What follows belongs to an exercise in optimizing a design on an open flow for small area, a short achievable clock period and few clock cycles per item; a production flow would make more cautious choices.
The RTL was checked by simulation tests, not by an equivalence proof against the original design.
Power is estimated from default activity; no workload was simulated.

v31:
==> flow/design.v (excerpt) <==
module wpk_codec (
    input  wire        clk,
    input  wire        rst,
    input  wire        s_valid,
    output wire        s_ready,
    input  wire [63:0] s_data,
    output wire        m_valid,
    input  wire        m_ready,
    output wire [63:0] m_data,
    output wire        m_last
);
Size: about 140 I/O pins, about 140000 µm² of cells after synthesis.
Settings: LEC_CHECK=0, ABC_CLOCK_PERIOD_IN_PS=3000, CAP_MARGIN=40, CORE_MARGIN=2, CORE_UTILIZATION=50, CTS_CLUSTER_DIAMETER=120, CTS_CLUSTER_SIZE=20, SETUP_SLACK_MARGIN=5, SLEW_MARGIN=20, SYNTH_MEMORY_MAX_BITS=8192; clock period 10.0 ns.
standard.sh (not shown) runs the stock make flow with config.mk's settings and CLKGATE_MAP_FILE= SYNTH_SCRIPT=/design/flow/synth_recipe.tcl, a recipe that flattens the netlist after the stock synthesis.
==> flow/flow/run.sh <==
#!/bin/bash
set -euo pipefail
bash standard.sh SETUP_SLACK_MARGIN=6.5 finish > standard.log 2>&1
Testbench counts of v31, summed over its fixed seeds: cycles 25,900, jobs 384.
The inputs of v36 differ from those of v31 as listed below.
--- a/flow/design.v
+++ b/flow/design.v
@@ -96,40 +96,40 @@
     wire        j_bad = ({1'b0, j_hw} > {1'b0, ewidth(j_ew)});
     reg  [63:0] x1;
     reg         x1_v, x1_desc, x1_first, x1_last, x1_es;
     reg         x1_dec, x1_sx, x1_bad;   
     reg  [1:0]  x1_ew;
     reg  [7:0]  x1_hw;
     reg  [63:0] zw;
     reg         zw_v, zw_es, zw_ee;
     reg  [63:0] prev;        
-    reg         zw_isenc, zw_first;   
+    reg  [6:0]  zl;          
+    reg         zl_v, zl_first;
     reg  [6:0]  nmax;        
     reg         n_val;       
     wire        wr_real;
     wire        n_take;
     wire        hdr_take, off_take, enc_take;
     reg  [63:0] ra;          
     reg         ra_v, ra_desc, ra_first, ra_last, ra_es;
     reg         ra_dec, ra_sx, ra_bad;
     reg  [1:0]  ra_ew;
     reg  [7:0]  ra_hw;
-    wire [63:0] r2      = prev - x1;     
+    wire [63:0] r2      = (prev - x1) & emask(x1_ew);
     wire        sb_fire = ra_v && (!zw_v || wr_real) && !(ra_first && n_val);
     wire        ra_free = !ra_v || sb_fire;
     wire        sa_fire = x1_v && ra_free;
     wire        x1_free = !x1_v || sa_fire;
-    wire [6:0]  zwlen = bitlen(zw);
-    wire        zwc   = zw_v && zw_isenc;
     wire [63:0] maskb = emask(ra_ew);
     wire        sgnb  = signbit(ra, ra_ew);
     wire [63:0] zzb   = ((ra << 1) & maskb) ^ (sgnb ? maskb : 64'd0);
-    wire [63:0] exb   = (ra_sx & sgnb) ? (ra | ~maskb) : (ra & maskb);
+    wire [63:0] exb   = (ra_sx & sgnb) ? (ra | ~maskb) : ra;
+    wire [6:0]  zlen  = bitlen(zzb);
     always @(posedge clk) begin
         if (sa_fire) begin
             ra       <= r2;
             prev     <= (x1_dec && !x1_desc) ? r2 : x1;
             ra_desc  <= x1_desc;
             ra_first <= x1_first;
             ra_last  <= x1_last;
             ra_es    <= x1_es;
             ra_dec   <= x1_dec;
@@ -139,39 +139,41 @@
             ra_hw    <= x1_hw;
         end
         if (sb_fire) begin
             if (ra_desc) begin
                 zw <= {47'd0, ra_bad, ra_hw, 3'd0, ra_bad, 3'd0, ra_dec};
             end else if (ra_dec) begin
                 zw <= exb;
             end else begin
                 zw    <= zzb;
+                zl    <= zlen;
             end
-            zw_es    <= ra_es;
-            zw_ee    <= ra_last;
-            zw_isenc <= !ra_desc && !ra_dec;
-            zw_first <= ra_first;
+            zw_es <= ra_es;
+            zw_ee <= ra_last;
         end
-        if (zwc)
-            nmax <= (zw_first || zwlen > nmax) ? zwlen : nmax;
+        if (zl_v)
+            nmax <= (zl_first || zl > nmax) ? zl : nmax;
         if (rst) begin
+            zl_v  <= 1'b0;
             ra_v  <= 1'b0;
             zw_v  <= 1'b0;
             n_val <= 1'b0;
         end else begin
             if (sa_fire)
                 ra_v <= 1'b1;
             else if (sb_fire)
                 ra_v <= 1'b0;
             if (sb_fire)
                 zw_v <= 1'b1;
             else if (wr_real)
                 zw_v <= 1'b0;
+            zl_v     <= sb_fire && !ra_desc && !ra_dec;
+            zl_first <= ra_first;
             if (sb_fire && ra_last)
                 n_val <= 1'b1;
             else if (n_take)
                 n_val <= 1'b0;
         end
     end
     reg  [63:0] ua, ub;      
     reg         uav, ubv;
     reg  [5:0]  uq;          
@@ -342,19 +344,19 @@
     wire        push_ok = !ov || m_ready;   
     wire        s_hi  = s[7] | s[6];
     wire [63:0] prot  = rotl(zr, s[5:0]);
     wire [63:0] plm   = s_hi ? {64{1'b1}} : lowmask({1'b0, s[5:0]});
     wire [63:0] phi   = prot & plm;
     wire [63:0] plo   = prot & ~plm;
     reg         emit;        
     wire [7:0]  s_upd = s - {1'b0, o_n} + (emit ? 8'd64 : 8'd0);
     wire [63:0] pword = acc | phi;
-    wire [6:0]  nb = (zwc && zwlen > nmax) ? zwlen : nmax;
+    wire [6:0]  nb = (zl > nmax) ? zl : nmax;
     reg         zr_consume, push, pl;
     reg  [63:0] pd;
     always @(*) begin
         push = 1'b0;
         pd = pword;
         pl = (ocnt == 6'd63);
         if (zr_v) begin
             case (os_st)
                 O_IDLE: begin
==> comparison <==
- Going from v31 to v36, synthesized instance count grew slightly.
- In terms of post-route cell area, v36 and v31 differ only marginally.
- Multi-input gate area in the final layout, v36 and v31, lower one = v36.
- Going from v31 to v36, die footprint now sits at about the same level, worst endpoint data arrival time lost 0.25 ns, cell count now larger, register-to-register slack higher, number of detailed-routing iterations run before antenna repair +2.
- First-pass GRT wire length of v31 is on par with v36.
- Run comparison: v31 source of the critical timing path zw[9]; v36 source of the critical timing path m_ready
- Distinct cell type count after synthesis of v36 exceeds that of v31 by a few percent.
- in -> reg as the path type of the worst setup path was reported by v36, and reg -> reg by v31.
- Overall power of the completed layout came out higher on v36 than on v31.
Testbench counts of v36, summed over its fixed seeds: cycles 25,900, jobs 384.

afterwards: timing with drivers on the ports:
No port has a modelled driver above. Below, the same layouts with a new extraction and two added sets of constraints.
Step 1 assumes that a clkbuf_16 drives the clock port and a buf_2 every other input.
Step 2 times the ports against the registers' clock, not the clock port: input delays grow and output delays shrink by t, the midpoint of the rising clock arrivals with the driver on.
a / b / c = no drivers / after step 1 / after step 2; a / b = the first two.
run | t, ns | setup slack, ns | worst setup path after step 2 | pins driven straight from the clock port
v31 | 0.990 | 5.964 / 5.964 / 5.414 | input to register | 1
v36 | 0.993 | 6.350 / 6.321 / 5.419 | input to register | 1
After both steps every run listed still meets setup and hold. For v36, which loses most, drivers alone change the setup slack by -0.029 ns; drivers and shift together by -0.931 ns.
